Context: an optimization exercise on an open-source flow, tuned for a short achievable clock period and few clock cycles. The choices shown serve that exercise and are no tape-out recipe. In this exercise RTL edits were held to simulation tests only and were not proved equivalent to the original. Power figures rest on the tool's default switching activity, not on a simulated workload.

==> inputs of trial 4 <==
## pq_dec
module pq_dec (
    input  wire        clk,
    input  wire        rst,
    input  wire        cmd_valid,
    output wire        cmd_ready,
    input  wire [63:0] cmd_word,
    input  wire [63:0] cmd_arg0,
    input  wire [31:0] cmd_inlen,
    input  wire [31:0] cmd_cap,
    input  wire        in_valid,
    output wire        in_ready,
    input  wire [7:0]  in_data,
    output wire        out_valid,
    input  wire        out_ready,
    output wire [63:0] out_data,
    output wire        done,
    output reg  [2:0]  done_status,
    output reg  [31:0] done_pos,
    output reg  [31:0] done_count
);
    localparam [7:0] OPC_VARINT = 8'h01;
    localparam [7:0] OPC_BITUNP = 8'h02;
    localparam [7:0] OPC_RLE    = 8'h03;
    localparam [7:0] OPC_HYBRID = 8'h04;
    localparam [2:0] ST_OK        = 3'd0;
    localparam [2:0] ST_TRUNCATED = 3'd1;
    localparam [2:0] ST_MALFORMED = 3'd2;
    localparam [2:0] ST_INVALID   = 3'd3;
    localparam [2:0] ST_BAD_ARG   = 3'd4;
    localparam [2:0] ST_CAPACITY  = 3'd5;
    localparam [3:0] PS_IDLE  = 4'd0;
    localparam [3:0] PS_SETUP = 4'd1;
    localparam [3:0] PS_BPM   = 4'd2;    
    localparam [3:0] PS_BPC   = 4'd3;    
    localparam [3:0] PS_PFX   = 4'd4;    
    localparam [3:0] PS_HDR   = 4'd5;    
    localparam [3:0] PS_RUN   = 4'd6;    
    localparam [3:0] PS_RUN2  = 4'd7;    
    localparam [3:0] PS_RBODY = 4'd8;    
    localparam [3:0] PS_BBODY = 4'd9;    
    localparam [3:0] PS_END   = 4'd10;   
    localparam [3:0] PS_FAULT = 4'd11;   
    localparam [3:0] PS_DONE  = 4'd12;
    localparam integer BBW = 128;        
    reg [3:0]  ps;
    reg        cmd_rdy;
    reg        done_r;
    assign cmd_ready = cmd_rdy;
    assign done      = done_r;
    wire cmd_fire = cmd_valid & cmd_rdy;
    reg [63:0] cw;
    reg [63:0] ca;
    reg [31:0] cl;
    reg [31:0] cc;
    always @(posedge clk) begin
        if (cmd_rdy) begin
            cw <= cmd_word;
            ca <= cmd_arg0;
            cl <= cmd_inlen;
  ...
Settings: LEC_CHECK=0, ABC_CLOCK_PERIOD_IN_PS=3500, CAP_MARGIN=20, CORE_MARGIN=2, CORE_UTILIZATION=40, PLACE_DENSITY=0.6, SLEW_MARGIN=20; clock period 12.0 ns.
standard.sh (not shown) runs the stock make flow with config.mk's settings and CLKGATE_MAP_FILE= SYNTH_SCRIPT=/design/flow/synth_recipe.tcl, a recipe that flattens the netlist after the stock synthesis.
==> flow/flow/run.sh <==
#!/bin/bash
# Standard layout (the standard.sh, standard synthesis unchanged), with the
# resizer's timing repair aimed below the SDC period: SETUP_SLACK_MARGIN asks
# repair_timing for that much extra setup slack (the SDC itself is unchanged).
set -euo pipefail
cd "$(dirname "$0")/.."
bash standard.sh SETUP_SLACK_MARGIN=7.8 TNS_END_PERCENT=0 finish > layout.log 2>&1
==> inputs of build 22, as changes to trial 4 <==
--- a/flow/design.v
+++ b/flow/design.v
@@ -164,54 +164,71 @@
             if (pfx_last)
                 tk_pfx <= 1'b0;
             if (in_term)
                 tv_left <= tv_left - 32'd1;
             in_rdy <= bud_ok & var_ok & fifo_ok & ps_take;
         end
     end
     reg        qv0, qv1, qb0, qb1, ql0, ql1;
+    reg        qh0, qh1;                 
     reg [31:0] qc0, qc1;
     reg [63:0] qd0, qd1;
     reg        qwp, qrp;
     wire        h_v    = qrp ? qv1 : qv0;
     wire        h_bp   = qrp ? qb1 : qb0;
     wire        h_last = qrp ? ql1 : ql0;
+    wire        h_hold = qrp ? qh1 : qh0;
     wire [31:0] h_cnt  = qrp ? qc1 : qc0;
     wire [63:0] h_val  = qrp ? qd1 : qd0;
     reg [BBW-1:0] bb;
     reg [7:0]     bcnt;
     reg [63:0]    bmask;
     reg        ov, sv;
     reg [63:0] od, sd;
     assign out_valid = ov;
     assign out_data  = od;
     reg  [8:0] bdef;                      
     wire have   = ~bdef[8];
-    wire emit   = h_v & ~sv & (~h_bp | have);
+    reg        df_v;
+    reg [2:0]  df_code;
+    reg [31:0] df_pos;
+    reg        inv_pend, inv_slot;
+    wire emit   = h_v & ~h_hold & ~df_v & ~sv & (~h_bp | have);
     wire fin    = emit & h_last;
     wire can_push = qwp ? ~qv1 : ~qv0;
     wire bspace = (bcnt <= BBW - 8);
     reg        push;
     reg        push_bp;
     reg [31:0] push_cnt;
     reg [63:0] push_val;
     reg        app;                       
     reg        push_last;
+    reg        push_hold;
+    wire       push_ok = push & ~df_v;
     wire [63:0] e_data = h_bp ? (bb[63:0] & bmask) : h_val;
     wire [31:0] h_dec  = h_cnt - 32'd1;
     wire        h_is2  = (h_cnt == 32'd2);
     always @(posedge clk) begin
         if (rst) begin
             qv0 <= 1'b0;
             qv1 <= 1'b0;
             qwp <= 1'b0;
             qrp <= 1'b0;
+            qh0 <= 1'b0;
+            qh1 <= 1'b0;
         end else begin
-            if (push) begin
+            qh0 <= push_ok & ~qwp & push_hold;
+            qh1 <= push_ok &  qwp & push_hold;
+            if (df_v && inv_pend) begin
+                qwp <= inv_slot;
+                if (inv_slot) qv1 <= 1'b0;
+                else          qv0 <= 1'b0;
+            end
+            if (push_ok) begin
                 qwp <= ~qwp;
                 if (qwp) begin
                     qv1 <= 1'b1; qb1 <= push_bp; qc1 <= push_cnt; ql1 <= push_last; qd1 <= push_val;
                 end else begin
                     qv0 <= 1'b1; qb0 <= push_bp; qc0 <= push_cnt; ql0 <= push_last; qd0 <= push_val;
                 end
             end
             if (emit) begin
@@ -232,17 +249,19 @@
     wire [7:0]     bc_sh  = consume ? bdef[7:0] : bcnt;
     wire [8:0]     bd_sh  = consume ? (bdef - {2'b00, bw}) : bdef;
     always @(posedge clk) begin
         if (rst) begin
             bb   <= {BBW{1'b0}};
             bcnt <= 8'd0;
             bdef <= 9'd0;
         end else if (ps == PS_SETUP) begin
-            bdef <= {1'b0, bcnt} - {2'b00, bw};
+            bb   <= {BBW{1'b0}};
+            bcnt <= 8'd0;
+            bdef <= 9'd0 - {2'b00, bw};
         end else if (app) begin
             bb   <= bb_sh | ({{(BBW-8){1'b0}}, f_hd} << bc_sh);
             bcnt <= bc_sh + 8'd8;
             bdef <= bd_sh + 9'd8;
         end else begin
             bb   <= bb_sh;
             bcnt <= bc_sh;
             bdef <= bd_sh;
@@ -318,17 +337,17 @@
     wire [63:0] var_add = {57'd0, f_hd[6:0]} << (7 * k);
     wire [63:0] var_v   = acc | var_add;
     wire [31:0] body_v  = acc[31:0] | ({24'd0, f_hd} << {k[1:0], 3'b000});
     wire        h_rle   = ~hdr[0];
     wire [62:0] h_half  = hdr[63:1];
     wire        need_r  = (|h_half[62:32]) || (h_half[31:0] > room);
     wire [31:0] h_g8    = {h_half[28:0], 3'b000};
     wire        need_b  = (|h_half[62:29]) || (h_g8 > room);
-    wire [28:0] m_ng = (ps == PS_HDR) ? var_v[29:1] : ca[29:1];
+    wire [28:0] m_ng = (ps == PS_RUN2) ? h_half[28:0] : ca[29:1];
     wire [35:0] pp0 = bw[0] ? {7'd0, m_ng}       : 36'd0;
     wire [35:0] pp1 = bw[1] ? {6'd0, m_ng, 1'd0} : 36'd0;
     wire [35:0] pp2 = bw[2] ? {5'd0, m_ng, 2'd0} : 36'd0;
     wire [35:0] pp3 = bw[3] ? {4'd0, m_ng, 3'd0} : 36'd0;
     wire [35:0] pp4 = bw[4] ? {3'd0, m_ng, 4'd0} : 36'd0;
     wire [35:0] pp5 = bw[5] ? {2'd0, m_ng, 5'd0} : 36'd0;
     wire [35:0] pp6 = bw[6] ? {1'd0, m_ng, 6'd0} : 36'd0;
     wire [35:0] s1 = pp0 ^ pp1 ^ pp2;
@@ -349,72 +368,76 @@
     wire [38:0] gx_c  = {7'b0111111, ~m_lim};
     wire [38:0] gx_s  = gx_a ^ gx_b ^ gx_c;
     wire [38:0] gx_k  = {((gx_a[37:0] & gx_b[37:0]) | (gx_a[37:0] & gx_c[37:0]) | (gx_b[37:0] & gx_c[37:0])), 1'b0};
     wire [38:0] gx_t  = gx_s + gx_k;
     wire        prod_gt = gx_t[38];
     wire [31:0] pfx_L   = {f_hd, acc[23:0]};
     reg  rchk;
     wire r_trunc = ({29'd0, nb} > prem);
-    wire rfail   = rchk & (need_r | r_trunc);
+    wire rfail   = need_r | r_trunc;
+    reg  [28:0] gl;
+    reg  [6:0]  gbl;
+    reg         gl_is1, gb_is1;
+    reg         bp_chk, nb_r, bp_pushed, bp_slot;
+    reg  [31:0] bpos;
     always @(*) begin
         prem_nx = pop ? prem - 32'd1 : prem;
         if (ps == PS_SETUP)
             prem_nx = (o_hyb && lenx) ? ca[31:0] : cl;
         else if (ps == PS_PFX && f_ne && k == 4'd3)
             prem_nx = pfx_L;
     end
     always @(*) begin
         pop       = 1'b0;
         app       = 1'b0;
         push      = 1'b0;
         push_bp   = 1'b0;
         push_cnt  = rcnt;
         push_last = rc_1;
+        push_hold = 1'b0;
         push_val  = {32'd0, body_v};
         bload     = 1'b0;
         bload_val = prod[31:0];
         case (ps)
         PS_BPC: begin
-            bload = 1'b1;                
-            if (!prod_gt) begin
-                push     = ~gc_z & can_push;
-                push_bp  = 1'b1;
-                push_cnt = gcnt;
-                push_last = 1'b0;
-            end
+            bload     = 1'b1;            
+            push      = ~gc_z & can_push;
+            push_bp   = 1'b1;
+            push_cnt  = gcnt;
+            push_last = 1'b0;
+            push_hold = 1'b1;
         end
         PS_PFX: pop = f_ne;
         PS_HDR: begin
             if (prem_nz && f_ne && (!o_var || can_push)) begin
                 pop = 1'b1;
                 if (o_var && !var_bad && !f_hd[7]) begin
                     push     = 1'b1;
                     push_cnt = 32'd1;
                     push_last = 1'b1;
                     push_val = var_v;
                 end
             end
         end
         PS_RUN2: begin
-            if (!prod_gt && !need_b) begin
-                push     = ~gc_z & can_push;
-                push_bp  = 1'b1;
-                push_cnt = gcnt;
-                push_last = 1'b0;
-            end
+            push      = ~gc_z & can_push;
+            push_bp   = 1'b1;
+            push_cnt  = gcnt;
+            push_last = 1'b0;
+            push_hold = 1'b1;
         end
         PS_RBODY: begin
             if (nbl != 3'd0) begin
                 if (f_ne && (nbl != 3'd1 || can_push || rc_z)) begin
                     pop  = 1'b1;
-                    push = (nbl == 3'd1) && !rc_z && !rfail;
+                    push = (nbl == 3'd1) && !rc_z;
                 end
             end else begin
-                push     = !rc_z & can_push & !rfail;
+                push     = !rc_z & can_push;
                 push_val = 64'd0;
             end
         end
         PS_BBODY: begin
             pop = f_ne & bspace;
             app = f_ne & bspace;
         end
         default: ;
@@ -438,18 +461,30 @@
     always @(posedge clk) begin
         if (rst) begin
             ps          <= PS_IDLE;
             cmd_rdy     <= 1'b1;
             done_r      <= 1'b0;
             done_status <= ST_OK;
             done_pos    <= 32'd0;
             done_count  <= 32'd0;
+            df_v        <= 1'b0;
+            bp_chk      <= 1'b0;
+            rchk        <= 1'b0;
         end else begin
             done_r <= 1'b0;
+            df_v   <= 1'b0;
+            if (bp_chk) begin
+                bp_chk   <= 1'b0;
+                df_v     <= nb_r | prod_gt;
+                df_code  <= nb_r ? ST_CAPACITY : ST_TRUNCATED;
+                df_pos   <= bpos;
+                inv_pend <= bp_pushed;
+                inv_slot <= bp_slot;
+            end
             if (pop)
                 p <= p_inc;
             prem     <= prem_nx;
             prem_nz  <= |prem_nx;
             prem_is1 <= (prem_nx == 32'd1);
             case (ps)
             PS_IDLE: begin
                 if (cmd_fire) begin
@@ -518,29 +553,32 @@
                             else
                                 ps <= PS_PFX;
                         end
                     end
                     endcase
                 end
             end
             PS_BPM: begin
-                ms <= s5;
-                mc <= c5;
-                ps <= PS_BPC;
+                ms     <= s5;
+                mc     <= c5;
+                gl     <= ca[29:1];
+                gl_is1 <= (ca[29:1] == 29'd1);
+                gbl    <= bw;
+                gb_is1 <= (bw == 7'd1);
+                ps     <= PS_BPC;
             end
             PS_BPC: begin
-                if (prod_gt)
-                    go_fault(ST_TRUNCATED, 32'd0);
-                else if (gc_z)
-                    ps <= PS_END;
-                else if (can_push) begin
-                    bleft  <= prod[31:0];
-                    bl_is1 <= (prod[31:0] == 32'd1);
-                    if (bw == 7'd0)
+                if (gc_z || can_push) begin
+                    df_v     <= prod_gt;
+                    df_code  <= ST_TRUNCATED;
+                    df_pos   <= 32'd0;
+                    inv_pend <= push;
+                    inv_slot <= qwp;
+                    if (gc_z || bw == 7'd0)
                         ps <= PS_END;
                     else
                         ps <= PS_BBODY;
                 end
             end
             PS_PFX: begin
                 if (f_ne) begin
                     acc[8*k[1:0] +: 8] <= f_hd;
@@ -581,80 +619,86 @@
                         end else begin
                             hdr  <= var_v;
                             rcnt <= var_v[32:1];
                             rc_z <= (var_v[32:1] == 32'd0);
                             rc_1 <= (var_v[32:1] == 32'd1);
                             gcnt <= {var_v[29:1], 3'b000};
                             gc_z <= (var_v[29:1] == 29'd0);
                             nbl  <= nb;
-                            ms   <= s5;
-                            mc   <= c5;
                             if (var_v[0]) begin
                                 ps <= PS_RUN2;
                             end else begin
                                 rchk <= 1'b1;
                                 ps   <= PS_RBODY;
                             end
                         end
                     end
                 end
             end
             PS_RUN2: begin
-                if (!need_b && (gc_z || can_push)) begin
-                    room <= room - h_g8;
-                    ntot <= ntot + h_g8;
-                end
-                if (need_b)
-                    go_fault(ST_CAPACITY, p);
-                else if (prod_gt)
-                    go_fault(ST_TRUNCATED, p);
-                else if (gc_z)
-                    run_end(!prem_nz);
-                else if (can_push) begin
-                    bleft  <= prod[31:0];
-                    bl_is1 <= (prod[31:0] == 32'd1);
-                    if (bw == 7'd0)
+                if (gc_z || can_push) begin
+                    room      <= room - h_g8;
+                    ntot      <= ntot + h_g8;
+                    ms        <= s5;
+                    mc        <= c5;
+                    nb_r      <= need_b;
+                    bpos      <= p;
+                    bp_chk    <= 1'b1;
+                    bp_pushed <= push;
+                    bp_slot   <= qwp;
+                    gl        <= h_half[28:0];
+                    gl_is1    <= (h_half[28:0] == 29'd1);
+                    gbl       <= bw;
+                    gb_is1    <= (bw == 7'd1);
+                    if (gc_z || bw == 7'd0)
                         run_end(!prem_nz);
                     else
                         ps <= PS_BBODY;
                 end
             end
             PS_RBODY: begin
                 if (rchk) begin
-                    rchk <= 1'b0;
-                    room <= room - h_half[31:0];
-                    ntot <= ntot + h_half[31:0];
-                end
-                if (rfail) begin
-                    if (need_r)
-                        go_fault(ST_CAPACITY, p);
-                    else
-                        go_fault(ST_TRUNCATED, p);
-                end else if (nbl != 3'd0) begin
+                    rchk     <= 1'b0;
+                    room     <= room - h_half[31:0];
+                    ntot     <= ntot + h_half[31:0];
+                    df_v     <= rfail;
+                    df_code  <= need_r ? ST_CAPACITY : ST_TRUNCATED;
+                    df_pos   <= p;
+                    inv_pend <= push;
+                    inv_slot <= qwp;
+                end
+                if (nbl != 3'd0) begin
                     if (pop) begin
                         acc[31:0] <= body_v;
                         k   <= k_next;
                         nbl <= nbl - 3'd1;
                         if (nbl == 3'd1) begin
                             acc <= 64'd0;
                             k   <= 4'd0;
                             run_end(prem_is1);
                         end
                     end
                 end else if (rc_z || can_push) begin
                     run_end(!prem_nz);
                 end
             end
             PS_BBODY: begin
                 if (pop) begin
-                    bleft  <= bleft - 32'd1;
-                    bl_is1 <= (bleft == 32'd2);
-                    if (bl_is1)
-                        run_end(prem_is1);
+                    if (gb_is1) begin
+                        gbl    <= bw;
+                        gb_is1 <= (bw == 7'd1);
+                        gl     <= gl - 29'd1;
+                        gl_is1 <= (gl == 29'd2);
+                        if (gl_is1)
+                            run_end(prem_is1);
+                    end else begin
+                        gbl    <= gbl - 7'd1;
+                        gb_is1 <= (gbl == 7'd2);
+                    end
                 end
             end
             PS_END: begin
                 if (drained) begin
                     done_r      <= 1'b1;
                     done_status <= ST_OK;
                     done_pos    <= p;
                     done_count  <= ntot;
@@ -674,11 +718,16 @@
                 cmd_rdy <= 1'b1;
                 ps      <= PS_IDLE;
             end
             default: begin
                 cmd_rdy <= 1'b1;
                 ps      <= PS_IDLE;
             end
             endcase
+            if (df_v) begin
+                fcode <= df_code;
+                fpos  <= df_pos;
+                ps    <= PS_FAULT;
+            end
         end
     end
 endmodule
==> comparison <==
In build 22 the clock power is lower than in trial 4, by about 2%.
Between build 22 and trial 4, the lower sequential cell count is in trial 4 (gap 81).
In build 22 the fmax is smaller than in trial 4, by about 1.2%.
Between trial 4 and build 22, the lower via count is in build 22 (gap about 0.9%, measured against build 22).
Against build 22, the first-iteration DRC count of trial 4 is higher by 5.2%.
Against build 22, the cell area of trial 4 is smaller by 0.72%.
Hold slack: trial 4 is higher than build 22 (4.5 ps).
In trial 4 the sequential share of layout area is lower than in build 22, by 1.9 points.
==> figures <==
quantity                                                                     trial 4     build 22
Result of the run                                   no timing/DRC/antenna violations  no timing/DRC/antenna violations
Power share of the clock group                                                 26.1%        28.0%
Share of cell area taken by muxes after synthesis                             7.988%       9.038%
Die H                                                                       489.7 µm     495.8 µm
Ratio of layout area to synthesized area                                     1.1748x      1.1543x
Critical path buffer and inverter count                                            1            0
Total via count after detailed routing                                         83615        82840
Sequential cell area                                                       41500 µm²    43890 µm²
GR met3 Demand/Resource                                                       9.297%       8.057%
Number of different library cells in the post-synthesis netlist                   93           98
Xor and xnor fraction of the mapped netlist area                              3.239%       3.476%
Power consumption                                                           21.65 mW     19.89 mW
Placed instance count                                                          12742        12839
Heaviest power group                                             combinational cells    registers
Final worst path period need                                                 4506 ps      4559 ps
Initial detailed-routing violation count                                       12029        11432
Die area                                                                  239800 µm²   245800 µm²
Worst voltage drop across the vdd grid                                   0.0001730 V  0.0001361 V
Testbench counts of trial 4, summed over its fixed seeds: cycles 525,586.
Testbench counts of build 22, summed over its fixed seeds: cycles 525,591.

## separate check: timing with driven ports
How much do the figures lean on ideal ports? The routed layouts below were timed once more, with nothing changed but the port constraints.
Step 1 (the two cells are an assumption about what drives the block):
set clk [get_ports {clk}]
set_driving_cell -lib_cell sky130_fd_sc_hd__clkbuf_16 $clk
set_driving_cell -lib_cell sky130_fd_sc_hd__buf_2 [delete_from_list [all_inputs] $clk]
Step 2 times the ports against the registers' clock, not the clock port: input delays grow and output delays shrink by t, the midpoint of the rising clock arrivals with the driver on.
Slacks: ideal ports / drivers / drivers and shift; pairs: ideal ports / drivers.
run | t (ns) | setup WS [ns] | worst setup path after step 2
trial 4 | 0.953 | 7.494 / 7.496 / 6.602 | input to register
build 22 | 0.943 | 7.441 / 7.441 / 6.603 | input to register
After both steps every run listed still meets setup and hold. For trial 4, which loses most, drivers alone change the setup slack by +0.002 ns; drivers and shift together by -0.892 ns.
